Source: an optimization exercise on an open RTL-to-GDS flow (aim: small area and a short achievable clock period). Production flows keep margins and buffers that such runs may drop. The clock port is modelled as an ideal driver; clocking choices that lean on that would not hold on a real chip.

==> flow/design.v <==
module frame_rx (
    input  wire        clk,
    input  wire        rst,           
    input  wire        in_valid,
    input  wire [7:0]  in_byte,
    output reg         pl_valid,      
    output wire [7:0]  pl_byte,
    output reg         fr_valid,      
    output reg  [2:0]  fr_status,
    output wire [7:0]  fr_ver,
    output wire [7:0]  fr_type,
    output wire [7:0]  fr_seq,
    output wire [15:0] fr_len
);
    localparam [7:0]  SYNC = 8'hA5;
    localparam [16:0] WCNT_PRE = 17'h0788F;
    localparam [2:0] ST_OK        = 3'd0;
    localparam [2:0] ST_TOO_SHORT = 3'd1;
    localparam [2:0] ST_TRUNCATED = 3'd2;
    localparam [2:0] ST_OVERFLOW  = 3'd3;
    localparam [2:0] ST_BAD_SYNC  = 3'd4;
    localparam [2:0] ST_BAD_LEN   = 3'd5;
    localparam [2:0] ST_BAD_CRC   = 3'd6;
    function [15:0] crc_step;
        input [15:0] acc_in;
        input [7:0]  b;
        reg   [15:0] acc;
        integer      k;
        begin
            acc = acc_in ^ {b, 8'h00};
            for (k = 0; k < 8; k = k + 1) begin
                if (acc[15])
                    acc = {acc[14:0], 1'b0} ^ 16'h1021;
                else
                    acc = {acc[14:0], 1'b0};
            end
            crc_step = acc;
        end
    endfunction
    reg        first;      
    reg        is_code;    
    reg [7:0]  rem;
    reg        zpend;      
    reg [16:0] wcnt;       
    reg        full;       
    reg        ovf;        
    reg [3:0]  cnt;        
    reg [15:0] pl_left;    
    reg        pl_zero;    
    reg [1:0]  tail;       
    reg        sync_ok;    
    reg [7:0]  d_ver, d_type, d_seq, d_len_lo, d_len_hi;
    reg [7:0]  b1;         
    reg [15:0] crc;        
    reg        crc_ok;     
    wire        in_z_hi, in_z_lo, in_z_31;
    frx_nor4 u_z_hi (.a(in_byte[7:4]), .y(in_z_hi));
    frx_nor4 u_z_lo (.a(in_byte[3:0]), .y(in_z_lo));
    frx_nor3 u_z_31 (.a(in_byte[3:1]), .y(in_z_31));
    wire        in_hz     = in_z_hi && in_z_31;    
    wire        in_nz     = !(in_z_hi && in_z_lo);
    wire [7:0]  in_xnor_crc;                       
    genvar gi;
    generate
        for (gi = 0; gi < 8; gi = gi + 1) begin : g_eq
            frx_xnor2 u_x (.a(in_byte[gi]), .b(crc[8+gi]), .y(in_xnor_crc[gi]));
        end
    endgenerate
    wire        in_ne_lo, in_ne_hi, in_eq_crc;     
    frx_nand4 u_ne_lo (.a(in_xnor_crc[3:0]), .y(in_ne_lo));
    frx_nand4 u_ne_hi (.a(in_xnor_crc[7:4]), .y(in_ne_hi));
    frx_nor2  u_eq    (.a(in_ne_lo), .b(in_ne_hi), .y(in_eq_crc));
    wire        take;
    frx_and2 u_take (.a(in_valid), .b(first || !full), .y(take));
    wire        dec_cond = is_code ? (!first && zpend) : 1'b1;
    wire        dec_wr;
    frx_and2 u_dec_wr (.a(in_valid), .b(dec_cond), .y(dec_wr));
    wire [7:0]  dec_byte = is_code ? 8'h00 : in_byte;
    wire        hdr_done = (cnt >= 4'd6);
    wire        in_pl    = hdr_done && !pl_zero;
    wire        pl_load  = (cnt == 4'd5);
    wire        pl_en, tail_en;
    frx_and2 u_pl_en (.a(in_valid), .b(dec_cond && (pl_load || in_pl)), .y(pl_en));
    frx_and2 u_tail_en (.a(in_valid),
                        .b(dec_cond && (pl_load || (hdr_done && !in_pl && tail != 2'd3))),
                        .y(tail_en));
    assign pl_byte = b1;
    assign fr_ver  = d_ver;
    assign fr_type = d_type;
    assign fr_seq  = d_seq;
    assign fr_len  = {d_len_hi, d_len_lo};
    reg  [2:0]  verdict;
    always @(*) begin
        if (first)                         verdict = ST_TOO_SHORT;
        else if (ovf)                      verdict = ST_OVERFLOW;
        else if (!is_code)                 verdict = ST_TRUNCATED;
        else if (cnt != 4'd8)              verdict = ST_TOO_SHORT;
        else if (!sync_ok)                 verdict = ST_BAD_SYNC;
        else if (!pl_zero || tail != 2'd2) verdict = ST_BAD_LEN;
        else if (!crc_ok)                  verdict = ST_BAD_CRC;
        else                               verdict = ST_OK;
    end
    always @(posedge clk) begin
        if (rst) begin
            first    <= 1'b1;
            is_code  <= 1'b1;
            pl_valid <= 1'b0;
            fr_valid <= 1'b0;
        end else begin
            pl_valid <= dec_wr && in_nz && !full && in_pl;
            fr_valid <= in_valid && !in_nz;
            if (in_valid) begin
                first   <= !in_nz;
                is_code <= !in_nz || (is_code ? in_hz : (rem == 8'd2));
            end
        end
    end
    always @(posedge clk) begin
        fr_status <= verdict;
        if (in_valid)
            rem <= is_code ? in_byte : rem - 8'd1;
        if (take) begin
            wcnt <= first ? 17'd0 : {wcnt[15:0], ~(wcnt[16] ^ wcnt[13])};
            full <= !first && (wcnt == WCNT_PRE);
        end
        if (in_valid)
            ovf <= !first && (ovf || full);
        if (in_valid && is_code)
            zpend <= (in_byte != 8'hFF);
        if (in_valid && first)
            cnt <= 4'd0;
        else if (dec_wr && cnt != 4'd8)
            cnt <= cnt + 4'd1;
        case (cnt)
            4'd0: sync_ok  <= !is_code && (in_byte == SYNC);
            4'd1: d_ver    <= dec_byte;
            4'd2: d_type   <= dec_byte;
            4'd3: d_seq    <= dec_byte;
            4'd4: d_len_lo <= dec_byte;
            4'd5: d_len_hi <= dec_byte;
            default: ;
        endcase
        if (dec_wr) begin
            b1     <= dec_byte;
            crc_ok <= (is_code ? (crc[15:8] == 8'd0) : in_eq_crc) &&
                      (crc[7:0] == b1);
            if (cnt < 4'd2)
                crc <= 16'hFFFF;
            else
                crc <= crc_step(crc, b1);
        end
        if (pl_en) begin
            if (pl_load) begin
                pl_left <= {dec_byte, d_len_lo};
                pl_zero <= is_code && (d_len_lo == 8'd0);
            end else begin
                pl_left <= pl_left - 16'd1;
                pl_zero <= (pl_left == 16'd1);
            end
        end
        if (tail_en)
            tail <= pl_load ? 2'd0 : tail + 2'd1;
    end
endmodule
module frx_nor4 (
    input  wire [3:0] a,
    output wire       y
);
    assign y = ~|a;
endmodule
module frx_nor3 (
    input  wire [2:0] a,
    output wire       y
);
    assign y = ~|a;
endmodule
module frx_xnor2 (
    input  wire a,
    input  wire b,
    output wire y
);
    assign y = a ~^ b;
endmodule
module frx_nand4 (
    input  wire [3:0] a,
    output wire       y
);
    assign y = ~&a;
endmodule
module frx_nor2 (
    input  wire a,
    input  wire b,
    output wire y
);
    assign y = ~(a | b);
endmodule
module frx_and2 (
    input  wire a,
    input  wire b,
    output wire y
);
    assign y = a & b;
endmodule
export LEC_CHECK = 0
export CAP_MARGIN = 20
export CORE_MARGIN = 2
export CORE_UTILIZATION = 40
export PLACE_DENSITY = 0.6
export SETUP_SLACK_MARGIN = 3.1
export SLEW_MARGIN = 20
export SYNTH_HIERARCHICAL = 1
export SYNTH_MINIMUM_KEEP_SIZE = 0
create_clock -name core_clock -period 5.0 [get_ports {clk}]
standard.sh (not shown) runs the stock make flow with config.mk's settings and CLKGATE_MAP_FILE= SYNTH_SCRIPT=/design/flow/synth_recipe.tcl, a recipe that flattens the netlist after the stock synthesis.
==> flow/flow/run.sh <==
#!/bin/bash
# Standard layout (the standard.sh, standard synthesis unchanged) with:
#  - the port buffers inserted as the smallest buffer cell;
#  - a one-level clock tree built by flow/manual_cts.tcl before clock tree
#    synthesis (the clock port drives four buffers, each driving a quarter of
#    the registers).
# Every tool's output goes to standard.log.
here=$(pwd)
bash standard.sh "BUFFER_PORTS_ARGS=-buffer_cell sky130_fd_sc_hd__buf_1" \
  "PRE_CTS_TCL=$here/flow/manual_cts.tcl" \
  finish > standard.log 2>&1
==> flow/flow/manual_cts.tcl <==
# Clock tree, sourced before ORFS's clock tree synthesis (PRE_CTS_TCL).
# The clock port drives four clock buffers; each drives the clock pins of a
# quarter of the registers, split by their placed position (two halves by x,
# each split in two by y), and sits at their centroid. Every register's clock
# passes through exactly one buffer, so all arrive together. TritonCTS then
# finds no unbuffered clock net and leaves the tree as it is.
set cts_buf sky130_fd_sc_hd__clkbuf_16
if { [info exists ::env(MANUAL_CTS_BUF)] } { set cts_buf $::env(MANUAL_CTS_BUF) }
set block [ord::get_db_block]
set clknet [[$block findBTerm clk] getNet]
set sinks {}
foreach it [$clknet getITerms] {
  set inst [$it getInst]
  set loc [$inst getLocation]
  lappend sinks [list [lindex $loc 0] [lindex $loc 1] "[$inst getName]/[[$it getMTerm] getName]"]
}
puts "manual_cts: [llength $sinks] clock sinks, buffer $cts_buf"
set xs [lsort -integer -index 0 $sinks]
set half [expr {[llength $xs] / 2}]
set groups {}
foreach g [list [lrange $xs 0 [expr {$half - 1}]] [lrange $xs $half end]] {
  set ys [lsort -integer -index 1 $g]
  set h [expr {[llength $ys] / 2}]
  lappend groups [lrange $ys 0 [expr {$h - 1}]]
  lappend groups [lrange $ys $h end]
}
set dbu [$block getDbUnitsPerMicron]
set k 0
foreach g $groups {
  set sx 0
  set sy 0
  set pins {}
  foreach s $g {
    incr sx [lindex $s 0]
    incr sy [lindex $s 1]
    lappend pins [sta::find_pin [lindex $s 2]]
  }
  set cx [expr {double($sx) / [llength $g] / $dbu}]
  set cy [expr {double($sy) / [llength $g] / $dbu}]
  insert_buffer -buffer_cell $cts_buf -net [$clknet getName] -load_pins $pins \
    -location [list $cx $cy] -buffer_name clkbuf_m$k -net_name clknet_m$k
  puts "manual_cts: clkbuf_m$k drives [llength $g] sinks at ($cx, $cy)"
  incr k
}
foreach n [$block getNets] {
  if { [string match clknet_m* [$n getName]] } { $n setSigType CLOCK }
}
$clknet setSigType CLOCK
detailed_placement
set_propagated_clock [all_clocks]
Next try:
--- a/flow/design.v
+++ b/flow/design.v
@@ -13,8 +13,9 @@
     output wire [15:0] fr_len
 );
     localparam [7:0]  SYNC = 8'hA5;
     localparam [16:0] WCNT_PRE = 17'h0788F;
+    localparam [3:0] CNT_OVF = 4'd15;
     localparam [2:0] ST_OK        = 3'd0;
     localparam [2:0] ST_TOO_SHORT = 3'd1;
     localparam [2:0] ST_TRUNCATED = 3'd2;
     localparam [2:0] ST_OVERFLOW  = 3'd3;
@@ -42,10 +43,9 @@
     reg [7:0]  rem;
     reg        zpend;      
     reg [16:0] wcnt;       
     reg        full;       
-    reg        ovf;        
-    reg [3:0]  cnt;        
+    reg [3:0]  cnt;
     reg [15:0] pl_left;    
     reg        pl_zero;    
     reg [1:0]  tail;       
     reg        sync_ok;    
@@ -69,31 +69,23 @@
     wire        in_ne_lo, in_ne_hi, in_eq_crc;     
     frx_nand4 u_ne_lo (.a(in_xnor_crc[3:0]), .y(in_ne_lo));
     frx_nand4 u_ne_hi (.a(in_xnor_crc[7:4]), .y(in_ne_hi));
     frx_nor2  u_eq    (.a(in_ne_lo), .b(in_ne_hi), .y(in_eq_crc));
-    wire        take;
-    frx_and2 u_take (.a(in_valid), .b(first || !full), .y(take));
+    wire        take     = in_valid && (first || !full);
     wire        dec_cond = is_code ? (!first && zpend) : 1'b1;
-    wire        dec_wr;
-    frx_and2 u_dec_wr (.a(in_valid), .b(dec_cond), .y(dec_wr));
+    wire        dec_wr   = in_valid && dec_cond;
     wire [7:0]  dec_byte = is_code ? 8'h00 : in_byte;
-    wire        hdr_done = (cnt >= 4'd6);
+    wire        hdr_done = (cnt >= 4'd6);      
     wire        in_pl    = hdr_done && !pl_zero;
-    wire        pl_load  = (cnt == 4'd5);
-    wire        pl_en, tail_en;
-    frx_and2 u_pl_en (.a(in_valid), .b(dec_cond && (pl_load || in_pl)), .y(pl_en));
-    frx_and2 u_tail_en (.a(in_valid),
-                        .b(dec_cond && (pl_load || (hdr_done && !in_pl && tail != 2'd3))),
-                        .y(tail_en));
     assign pl_byte = b1;
     assign fr_ver  = d_ver;
     assign fr_type = d_type;
     assign fr_seq  = d_seq;
     assign fr_len  = {d_len_hi, d_len_lo};
     reg  [2:0]  verdict;
     always @(*) begin
         if (first)                         verdict = ST_TOO_SHORT;
-        else if (ovf)                      verdict = ST_OVERFLOW;
+        else if (cnt == CNT_OVF)           verdict = ST_OVERFLOW;
         else if (!is_code)                 verdict = ST_TRUNCATED;
         else if (cnt != 4'd8)              verdict = ST_TOO_SHORT;
         else if (!sync_ok)                 verdict = ST_BAD_SYNC;
         else if (!pl_zero || tail != 2'd2) verdict = ST_BAD_LEN;
@@ -122,15 +114,15 @@
         if (take) begin
             wcnt <= first ? 17'd0 : {wcnt[15:0], ~(wcnt[16] ^ wcnt[13])};
             full <= !first && (wcnt == WCNT_PRE);
         end
-        if (in_valid)
-            ovf <= !first && (ovf || full);
         if (in_valid && is_code)
             zpend <= (in_byte != 8'hFF);
         if (in_valid && first)
             cnt <= 4'd0;
-        else if (dec_wr && cnt != 4'd8)
+        else if (in_valid && full)
+            cnt <= CNT_OVF;
+        else if (dec_wr && !cnt[3])
             cnt <= cnt + 4'd1;
         case (cnt)
             4'd0: sync_ok  <= !is_code && (in_byte == SYNC);
             4'd1: d_ver    <= dec_byte;
@@ -147,20 +139,19 @@
             if (cnt < 4'd2)
                 crc <= 16'hFFFF;
             else
                 crc <= crc_step(crc, b1);
-        end
-        if (pl_en) begin
-            if (pl_load) begin
+            if (cnt == 4'd5) begin
                 pl_left <= {dec_byte, d_len_lo};
                 pl_zero <= is_code && (d_len_lo == 8'd0);
-            end else begin
+                tail    <= 2'd0;
+            end else if (in_pl) begin
                 pl_left <= pl_left - 16'd1;
                 pl_zero <= (pl_left == 16'd1);
+            end else if (hdr_done && tail != 2'd3) begin
+                tail <= tail + 2'd1;
             end
         end
-        if (tail_en)
-            tail <= pl_load ? 2'd0 : tail + 2'd1;
     end
 endmodule
 module frx_nor4 (
     input  wire [3:0] a,
@@ -193,11 +184,4 @@
     output wire y
 );
     assign y = ~(a | b);
 endmodule
-module frx_and2 (
-    input  wire a,
-    input  wire b,
-    output wire y
-);
-    assign y = a & b;
-endmodule
Result: First-iteration DRC count goes down by 8.0%; utilization goes up by 1.0 points; synthesized cell count goes down by 1.4%; wire length goes up by 2.8%; critical path depth stays the same; setup slack stays flat.
No functional check of the RTL was part of any run of this note.

[separate check: timing with driven ports]
In the flow no input, the clock included, has a driving cell. The finished layouts below were timed again as built, in two steps. Step 1 sets driving cells, clkbuf_16 on the clock port and buf_2 on the other inputs (assumed; they add their load-dependent delay and slew). Step 2, shift: input delay + t, output delay - t, t = (earliest + latest rising clock arrival at the registers) / 2. This alone moves slack from input paths to output paths. Three values: ideal, step 1, step 2; two values: the first two.
run | t, ns | setup WS [ns] | hold WS [ns] | worst setup path at the end | clock arrival spread, ns
the first run | 0.256 | 3.135 / 3.064 / 2.944 | 0.531 / 0.531 / 0.531 | input to register | 0.014 / 0.014
the second run | 0.251 | 3.134 / 3.096 / 2.942 | 0.578 / 0.578 / 0.578 | input to register | 0.016 / 0.015
After both steps setup and hold are still met in every run listed. For the second run, which loses most, drivers alone change the setup slack by -0.038 ns; drivers and shift together by -0.192 ns.
